From an optimization exercise on the open Yosys and OpenROAD flow, aimed at small area, a short achievable clock period and few clock cycles per item; shortcuts taken in it are not production practice.
In this exercise RTL edits were held to simulation tests only and were not proved equivalent to the original.

==> inputs of 10-15 <==
// bfx
module bfx (
    input  wire        clk,
    input  wire        rst,
    input  wire        cmd_valid,
    output wire        cmd_ready,
    input  wire [95:0] cmd,
    output wire        rsp_valid,
    output wire [31:0] rsp,
    output wire        dev_valid,
    output wire [1:0]  dev_op,       
    output wire [7:0]  dev_bank,
    output wire [19:0] dev_off,
    output wire [15:0] dev_wdata,
    input  wire        dev_ready,
    input  wire [15:0] dev_rdata,
    output wire        pal_valid,
    output wire        pal_op,       
    output wire [7:0]  pal_data
);
export LEC_CHECK = 0
export CAP_MARGIN = 20
export CORE_MARGIN = 2
export CORE_UTILIZATION = 60
export SETUP_SLACK_MARGIN = 5
export SLEW_MARGIN = 20
create_clock -name core_clock -period 10.0 [get_ports {clk}]
run.sh (not shown) runs the stock make flow with config.mk's settings and CLKGATE_MAP_FILE= SYNTH_SCRIPT=/design/flow/synth_recipe.tcl, a recipe that flattens the netlist after the stock synthesis.
==> 06-02 (differences from 10-15) <==
--- a/flow/design.v
+++ b/flow/design.v
@@ -66,16 +66,17 @@
     reg [15:0] B;               
     reg [15:0] C;               
     reg [16:0] D;               
     reg [19:0] E;               
     reg [16:0] F;               
     reg [19:0] W;               
     reg [2:0]  gk;              
     reg        sx, sy, yf, xne, ne;
+    reg        lcn, lcb, ldn, ldb;         
     reg        o_line, o_fill, o_rectf, o_recto, o_circ, o_circf;
     wire       o_rect = o_rectf || o_recto;
     reg        ev, erdw, esingle;
     reg [1:0]  ekind;
     reg [19:0] eoff;
     reg [10:0] ex1;
     wire [10:0] einc;           
     genvar gi;
@@ -97,22 +98,22 @@
     wire        efree = !ev || efin;
     wire op_single = (op == O_SETPIX) || (op == O_GETPIX) || (op == O_XORPIX) || (op == O_PUTRGB);
     wire op_draw   = op_single || (op[3] && op != O_CONV565 && op != O_PALSET);
     wire op_rect   = (op == O_RECTF) || (op == O_RECTO);
     wire [16:0] u = ({17{c_uC}} & {C[15], C}) | ({17{c_uD}} & D) | {16'd0, c_u1};
     wire [16:0] w = ({17{c_wC}} & {C[15], C}) | ({17{c_wD}} & D) | {16'd0, c_w1};
     wire [16:0] p_s, x_s, q_s;
     wire        p_co, x_co, q_co;
-    bfx_add #(17) add_p (.a(A), .b(~u), .ci(c_pcin), .s(p_s), .co(p_co));
-    bfx_add #(17) add_x (.a(A), .b(u),  .ci(1'b0), .s(x_s), .co(x_co));
-    bfx_add #(17) add_q (.a({B[15], B}), .b(w ^ {17{c_qsub}}), .ci(c_qcin), .s(q_s), .co(q_co));
-    wire [16:0] P = p_s;
+    bfx_add #(17) add_p (.a(~A), .b(u), .ci(1'b0), .s(p_s), .co(p_co));
+    bfx_add #(17) add_x (.a(A),  .b(u), .ci(1'b0), .s(x_s), .co(x_co));
+    bfx_add #(17) add_q (.a({B[15], B} ^ {17{c_qsub}}), .b(w), .ci(1'b0), .s(q_s), .co(q_co));
+    wire [16:0] P = ~p_s;
     wire [16:0] X = x_s;
-    wire [16:0] Q = q_s;
+    wire [16:0] Q = q_s ^ {17{c_qsub}};
     wire        u_zero = (u == 17'd0);
     wire [19:0] Fs = {{3{F[16]}}, F};
     wire [19:0] Ds = {{3{D[16]}}, D};
     wire [19:0] Cs = {{4{C[15]}}, C};
     reg  [19:0] m1;
     always @* begin
         case (c_m1sel)
         3'd1:    m1 = Fs;
@@ -150,32 +151,48 @@
     wire [19:0] Wn;
     wire        w_co;
     bfx_add #(20) add_w (.a(w_s0), .b({w_c0[18:0], 1'b1}), .ci(1'b1), .s(Wn), .co(w_co));
     wire [16:0] cmp_s2;
     wire        c_ge_d;
     bfx_add #(17) cmp_c (.a({1'b0, C}), .b(~D), .ci(1'b1), .s(cmp_s2), .co(c_ge_d));
     wire        x_gt_y = C[15] || !c_ge_d;                  
     wire        b_eq_c = (B == C);
+    wire        a_neg  = A[16];
+    wire        a_big  = !A[16] && (A[15:10] != 6'd0);
+    wire        b_neg  = B[15];
+    wire        b_big  = !B[15] && ((B[14:10] != 5'd0) || (B[9] && B[8]));
+    wire        l_out  = (a_neg && lcn) || (a_big && lcb) || (b_neg && ldn) || (b_big && ldb);
     wire        c_zero = (C == 16'd0);
     wire [16:0] d_inc;
     wire [15:0] c_dec;
     wire        d_co, c_co;
     bfx_add #(17) inc_d (.a(D), .b(17'd0), .ci(1'b1), .s(d_inc), .co(d_co));
     bfx_add #(16) dec_c (.a(C), .b(16'hffff), .ci(1'b0), .s(c_dec), .co(c_co));
     wire        e_neg = E[19];
     wire [16:0] xs  = ({17{c_xA}} & A) | ({17{c_xP}} & P) | ({17{c_xX}} & X) | ({17{c_xE}} & E[16:0]);
     wire [16:0] xe  = c_xex ? X : D;
     wire [16:0] row = c_rowq ? Q : {B[15], B};
-    wire        yok    = !row[16] && (row[15:10] == 6'd0) && !(row[9] && row[8]);
-    wire        xs_lo  = (xs[15:10] == 6'd0);
-    wire        xe_pos = !xe[16] && (xe[15:0] != 16'd0);
     wire [9:0]  x0     = xs[16] ? 10'd0 : xs[9:0];
     wire [10:0] x1     = (xe[15:10] != 6'd0) ? 11'd1024 : {1'b0, xe[9:0]};
-    wire        vis    = yok && (single ? (!xs[16] && xs_lo) : ((xs[16] || xs_lo) && xe_pos && nonempty));
+    wire        yok_b  = !B[15] && (B[14:10] == 5'd0) && !(B[9] && B[8]);
+    wire        yok_q  = !Q[16] && (Q[15:10] == 6'd0) && !(Q[9] && Q[8]);
+    wire        yok    = c_rowq ? yok_q : yok_b;
+    wire        sok_a  = !A[16] && (A[15:10] == 6'd0);      
+    wire        sok_p  = !P[16] && (P[15:10] == 6'd0);
+    wire        sok_x  = !X[16] && (X[15:10] == 6'd0);
+    wire        sok_e  = !E[16] && (E[15:10] == 6'd0);
+    wire        rok_a  = A[16] || (A[15:10] == 6'd0);       
+    wire        rok_p  = P[16] || (P[15:10] == 6'd0);
+    wire        pos_d  = !D[16] && (D[15:0] != 16'd0);       
+    wire        pos_x  = !X[16] && (X[15:0] != 16'd0);
+    wire        sok    = (c_xA && sok_a) || (c_xP && sok_p) || (c_xX && sok_x) || (c_xE && sok_e);
+    wire        rok    = (c_xA && rok_a) || (c_xP && rok_p);
+    wire        xe_pos = c_xex ? pos_x : pos_d;
+    wire        vis    = yok && (single ? sok : (rok && xe_pos && nonempty));
     wire        need_init = (op == O_RESOLVE) || op_draw;
     wire        a_inb     = !A[16] && (A[15:10] == 6'd0) && !B[15] && (B[14:10] == 5'd0) &&
                             !(B[9] && B[8]);
     wire [2:0]  cause_n   = ill                                  ? C_ILLEGAL :
                             (need_init && !inited)               ? C_NOTINIT :
                             (op == O_INIT && V[7:1] != 7'd0)     ? C_BADMODE :
                             (op == O_PUTRGB && !mode)            ? C_WRONGENC :
                             (op == O_RESOLVE && !a_inb)          ? C_OUTOFVIEW : C_OK;
@@ -206,23 +223,24 @@
             else st_a = S_RESP;
         end
         S_SET2: st_a = S_SET3;
         S_SET3: st_a = o_rect ? S_GEN : S_SET4;
         S_SET4: st_a = S_GEN;
         S_GEN: begin
             begin
                 if (o_line) begin
-                    if (c_zero) st_a = S_DRAIN;
+                    if (c_zero || l_out) st_a = S_DRAIN;
                 end else if (o_fill) begin
                     st_a = S_DRAIN;
                 end else if (o_rectf) begin
-                    if (b_eq_c) st_a = S_DRAIN;
+                    if (b_eq_c || b_big) st_a = S_DRAIN;
                 end else if (o_recto) begin
-                    case (gk)
+                    if (b_big) st_a = S_DRAIN;
+                    else case (gk)
                     3'd0:    if (b_eq_c) st_a = S_DRAIN; else gk_a = 3'd1;
                     3'd1:    if (b_eq_c) st_a = S_DRAIN; else if (xne) gk_a = 3'd2;
                     default: gk_a = 3'd1;
                     endcase
                 end else if (o_circ || o_circf) begin
                     if (gk == 3'd0 && x_gt_y) st_a = S_DRAIN;
                     else if (o_circ ? (gk == 3'd7) : (gk == 3'd3)) gk_a = 3'd0;
                     else gk_a = gk + 3'd1;
@@ -250,54 +268,54 @@
     wire nx_circ  = accept ? (op_n == O_CIRCLE)  : o_circ;
     wire nx_circf = accept ? (op_n == O_CIRCLEF) : o_circf;
     wire nx_sing  = accept ? (op_n == O_SETPIX || op_n == O_GETPIX || op_n == O_XORPIX || op_n == O_PUTRGB)
                            : op_single;
     wire [1:0] nx_kind = accept ? ((op_n == O_GETPIX) ? K_READ : (op_n == O_XORPIX) ? K_XOR : K_WRITE)
                                 : ((op == O_GETPIX) ? K_READ : (op == O_XORPIX) ? K_XOR : K_WRITE);
     wire yf_nx = (state == S_GEN && gk == (o_circ ? 3'd6 : 3'd2)) ? !e_neg : yf;
     reg c_uC, c_uD, c_u1, c_wC, c_wD, c_w1;
-    reg c_pcin, c_qsub, c_qcin;
+    reg c_qsub;
     reg c_rgate, c_rcin;
     reg [2:0] c_m1sel;
     reg c_m2d;
     reg [3:0] c_m2k;
     reg c_wgate;
     reg [1:0] c_nsel;
     reg c_xA, c_xP, c_xX, c_xE, c_xex, c_rowq;
     reg c_single, c_rsingle, c_want, c_xychk, c_causechk, c_ln;
     reg [1:0] c_ne;           
     reg [1:0] c_kind;
     reg n_uC, n_uD, n_u1, n_wC, n_wD, n_w1;
-    reg n_pcin, n_qsub, n_qcin;
+    reg n_qsub;
     reg n_rgate, n_rcin;
     reg [2:0] n_m1sel;
     reg n_m2d;
     reg [3:0] n_m2k;
     reg n_wgate;
     reg [1:0] n_nsel;
     reg n_xA, n_xP, n_xX, n_xE, n_xex, n_rowq;
     reg n_single, n_rsingle, n_want, n_xychk, n_causechk, n_ln;
     reg [1:0] n_ne;
     reg [1:0] n_kind;
     always @* begin
         n_uC = 1'b0; n_uD = 1'b0; n_u1 = 1'b0; n_wC = 1'b0; n_wD = 1'b0; n_w1 = 1'b0;
-        n_pcin = 1'b1; n_qsub = 1'b0; n_qcin = 1'b0;
+        n_qsub = 1'b0;
         n_rgate = 1'b1; n_rcin = 1'b0; n_m1sel = 3'd0; n_m2d = 1'b0; n_m2k = 4'd0;
         n_wgate = 1'b1; n_nsel = 2'd0;
         n_xA = 1'b1; n_xP = 1'b0; n_xX = 1'b0; n_xE = 1'b0; n_xex = 1'b0; n_rowq = 1'b0;
         n_single = 1'b1; n_rsingle = 1'b0; n_want = 1'b0; n_xychk = 1'b0; n_causechk = 1'b0; n_ln = 1'b0;
         n_ne = 2'd0;
         n_kind = K_WRITE;
-        case (st_a)
+        case (st_n)
         S_SET1: begin
             n_want = nx_sing; n_causechk = 1'b1;
             n_kind = nx_kind;
             n_uC = 1'b1;                                    
-            n_wD = 1'b1; n_qsub = 1'b1; n_qcin = 1'b1;      
+            n_wD = 1'b1; n_qsub = 1'b1;      
             n_rgate = 1'b0;
             if (nx_circ) begin
                 n_m1sel = 3'd5; n_m2k = 4'd4;               
             end else begin
                 n_m1sel = 3'd6; n_m2k = 4'd2;               
             end
         end
         S_SET2: begin
@@ -310,59 +328,59 @@
         end
         S_SET4: begin
             n_m1sel = 3'd7; n_rcin = 1'b1;                  
             n_wgate = 1'b0; n_nsel = 2'd2;                  
         end
         S_GEN: begin
             if (nx_line) begin
                 n_want = 1'b1; n_ln = 1'b1;
-                n_u1 = 1'b1; n_pcin = 1'b1;
-                n_w1 = 1'b1; n_qsub = !sy; n_qcin = !sy;
+                n_u1 = 1'b1;
+                n_w1 = 1'b1; n_qsub = !sy;
             end else if (nx_fill || nx_rectf) begin
                 n_want = 1'b1; n_single = 1'b0; n_ne = 2'd1;
                 n_w1 = 1'b1;
             end else if (nx_recto) begin
                 n_want = 1'b1;
                 n_w1 = 1'b1;
-                n_single = 1'b0; n_rsingle = (gk_a != 3'd0);
-                if (gk_a == 3'd2) begin n_xA = 1'b0; n_xE = 1'b1; end
+                n_single = 1'b0; n_rsingle = (gk_n != 3'd0);
+                if (gk_n == 3'd2) begin n_xA = 1'b0; n_xE = 1'b1; end
             end else if (nx_circ) begin
-                n_want = 1'b1; n_xychk = (gk_a == 3'd0);
-                n_uC = gk_a[2];  n_uD = !gk_a[2];
-                n_wC = !gk_a[2]; n_wD = gk_a[2];
-                n_qsub = gk_a[1]; n_qcin = gk_a[1];
-                n_xA = 1'b0; n_xP = gk_a[0]; n_xX = !gk_a[0];
+                n_want = 1'b1; n_xychk = (gk_n == 3'd0);
+                n_uC = gk_n[2];  n_uD = !gk_n[2];
+                n_wC = !gk_n[2]; n_wD = gk_n[2];
+                n_qsub = gk_n[1];
+                n_xA = 1'b0; n_xP = gk_n[0]; n_xX = !gk_n[0];
                 n_rowq = 1'b1;
-                if (gk_a == 3'd6) begin
+                if (gk_n == 3'd6) begin
                     n_m1sel = 3'd2; n_m2k = e_neg ? 4'd6 : 4'd10;
-                end else if (gk_a == 3'd7) begin
+                end else if (gk_n == 3'd7) begin
                     n_m1sel = yf_nx ? 3'd4 : 3'd0; n_m2k = {3'd0, yf_nx};
                 end
             end else if (nx_circf) begin
-                n_want = 1'b1; n_xychk = (gk_a == 3'd0);
+                n_want = 1'b1; n_xychk = (gk_n == 3'd0);
                 n_single = 1'b0; n_ne = 2'd2;
-                n_uC = gk_a[0] ^ gk_a[1];  n_uD = !(gk_a[0] ^ gk_a[1]);
-                n_wC = !(gk_a[0] ^ gk_a[1]); n_wD = gk_a[0] ^ gk_a[1];
-                n_qsub = !gk_a[1]; n_qcin = !gk_a[1];
+                n_uC = gk_n[0] ^ gk_n[1];  n_uD = !(gk_n[0] ^ gk_n[1]);
+                n_wC = !(gk_n[0] ^ gk_n[1]); n_wD = gk_n[0] ^ gk_n[1];
+                n_qsub = !gk_n[1];
                 n_xA = 1'b0; n_xP = 1'b1; n_xex = 1'b1;
                 n_rowq = 1'b1;
-                if (gk_a == 3'd2) begin
+                if (gk_n == 3'd2) begin
                     n_m1sel = 3'd3; n_m2k = e_neg ? 4'd3 : 4'd5;
-                end else if (gk_a == 3'd3) begin
+                end else if (gk_n == 3'd3) begin
                     n_m1sel = yf_nx ? 3'd5 : 3'd0; n_m2k = {3'd0, yf_nx};
                 end
             end
         end
         default: ;
         endcase
     end
-    always @(posedge clk) if (!g_wait) begin
+    always @(posedge clk) begin
         c_uC <= n_uC; c_uD <= n_uD; c_u1 <= n_u1; c_wC <= n_wC; c_wD <= n_wD; c_w1 <= n_w1;
-        c_pcin <= n_pcin; c_qsub <= n_qsub; c_qcin <= n_qcin;
+        c_qsub <= n_qsub;
         c_rgate <= n_rgate; c_rcin <= n_rcin; c_m1sel <= n_m1sel; c_m2d <= n_m2d; c_m2k <= n_m2k;
         c_wgate <= n_wgate; c_nsel <= n_nsel;
         c_xA <= n_xA; c_xP <= n_xP; c_xX <= n_xX; c_xE <= n_xE; c_xex <= n_xex; c_rowq <= n_rowq;
         c_single <= n_single; c_rsingle <= n_rsingle; c_want <= n_want;
         c_xychk <= n_xychk; c_causechk <= n_causechk; c_ne <= n_ne; c_kind <= n_kind; c_ln <= n_ln;
     end
     wire want     = c_want && !(c_xychk && x_gt_y) && !(c_causechk && !cause_ok);
     wire single   = c_single || (c_rsingle && !b_eq_c);
@@ -484,16 +502,20 @@
                         ne    <= !c_zero;
                     end
                     O_RECTF, O_RECTO, O_LINE: begin
                         sx    <= P[16];
                         sy    <= Q[16];
                         if (o_line) begin
                             D <= P;              
                             F <= Q;              
+                            lcn <= C[15];
+                            lcb <= !C[15] && (C[14:10] != 5'd0);
+                            ldn <= D[16];
+                            ldb <= !D[16] && ((D[15:10] != 6'd0) || (D[9] && D[8]));
                         end
                     end
                     O_CIRCLE: begin
                         D <= 17'd0;
                         E <= R;
                     end
                     O_CIRCLEF: begin
                         D <= 17'd0;
==> flow/config.mk (replaced) <==
export PLATFORM = sky130hd
export DESIGN_NAME = bfx
export DESIGN_NICKNAME = bfx
export VERILOG_FILES = /design/flow/design.v
export SDC_FILE = /design/flow/constraint.sdc
export NUM_CORES = 4
export LEC_CHECK = 0
export ABC_AREA = 1
export CAP_MARGIN = 20
export CORE_MARGIN = 2
export CORE_UTILIZATION = 60
export CTS_BUF_LIST = sky130_fd_sc_hd__clkbuf_4 sky130_fd_sc_hd__clkbuf_8
export SETUP_SLACK_MARGIN = 5
export SLEW_MARGIN = 20
==> comparison table <==
metric                                                                                     06-02                    10-15
Post-synthesis share of cell area spent on and, or, nand and nor gates                     22.5%                    16.8%
Met3 usage in global routing                                                               21.6%                    11.5%
Worst slew pin tran                                                                      1230 ps                  1190 ps
Final cell area excluding filler cells                                               0.0282 mm^2              0.0285 mm^2
Non-clock buffer area fraction after layout                                                9.89%                    10.7%
Count of sequential standard cells                                                           254                      250
Final Cycle Share                                                                          51.0%                    49.6%
Worst hold path startpoint                                                             bankvalid                  illseen
Adder-cell share of the synthesized area                                                   11.4%                    10.9%
Area inside the core boundary                                                        0.0396 mm^2              0.0400 mm^2
Destination of the worst hold path                                                     bankvalid                  illseen
Routed met2 length                                                                      46100 um                 41800 um
Inverter count of the layout excluding clock inverters                                       492                      193
Multi-input logic area                                                               0.0146 mm^2              0.0158 mm^2
Worst-case setup margin in the final layout                                              4900 ps                  5040 ps
Library cell with the highest instance count after synthesis            sky130_fd_sc_hd__nand2_1  sky130_fd_sc_hd__nor2_1
Crit path required time                                                                 10630 ps                 10330 ps
Outcome                                                                 timing/DRC/antenna clean  timing/DRC/antenna clean
Final Util                                                                                 71.1%                    71.3%
Multiplexer area fraction after synthesis                                                 0.250%                    4.67%
Xor-xnor portion of the synthesized cell area                                              4.95%                    6.19%
Number of buffers added by the clock tree synthesis step                                      47                       30
Source of the critical timing path                                                         C[11]                    c_m2d
Testbench counts of 10-15, summed over its fixed seeds: cycles 254,580, commands 1,696.
Testbench counts of 06-02, summed over its fixed seeds: cycles 246,718, commands 1,696.

==> afterwards: timing with drivers on the ports <==
The results above use ideal ports. As a check the final layouts listed here were re-extracted and re-timed, cells and wires unchanged.
Step 1 (the two cells are an assumption about what drives the block):
set clk [get_ports {clk}]
set_driving_cell -lib_cell sky130_fd_sc_hd__clkbuf_16 $clk
set_driving_cell -lib_cell sky130_fd_sc_hd__buf_2 [delete_from_list [all_inputs] $clk]
Step 2, shift: input delay + t, output delay - t, t = (earliest + latest rising clock arrival at the registers) / 2. This alone moves slack from input paths to output paths.
a / b / c = ideal ports / drivers / drivers and shift; a / b = the first two.
| run | shift t [ns] | slack for setup (ns) | worst setup path after step 2 |
|---|---|---|---|
| 10-15 | 0.649 | 5.038 / 5.038 / 4.537 | input to register |
| 06-02 | 0.750 | 4.897 / 4.897 / 4.574 | input to register |
After both steps every run listed still meets setup and hold. The setup slack of 10-15, which loses most, moves by 0.000 ns with the drivers and by -0.501 ns with both steps.
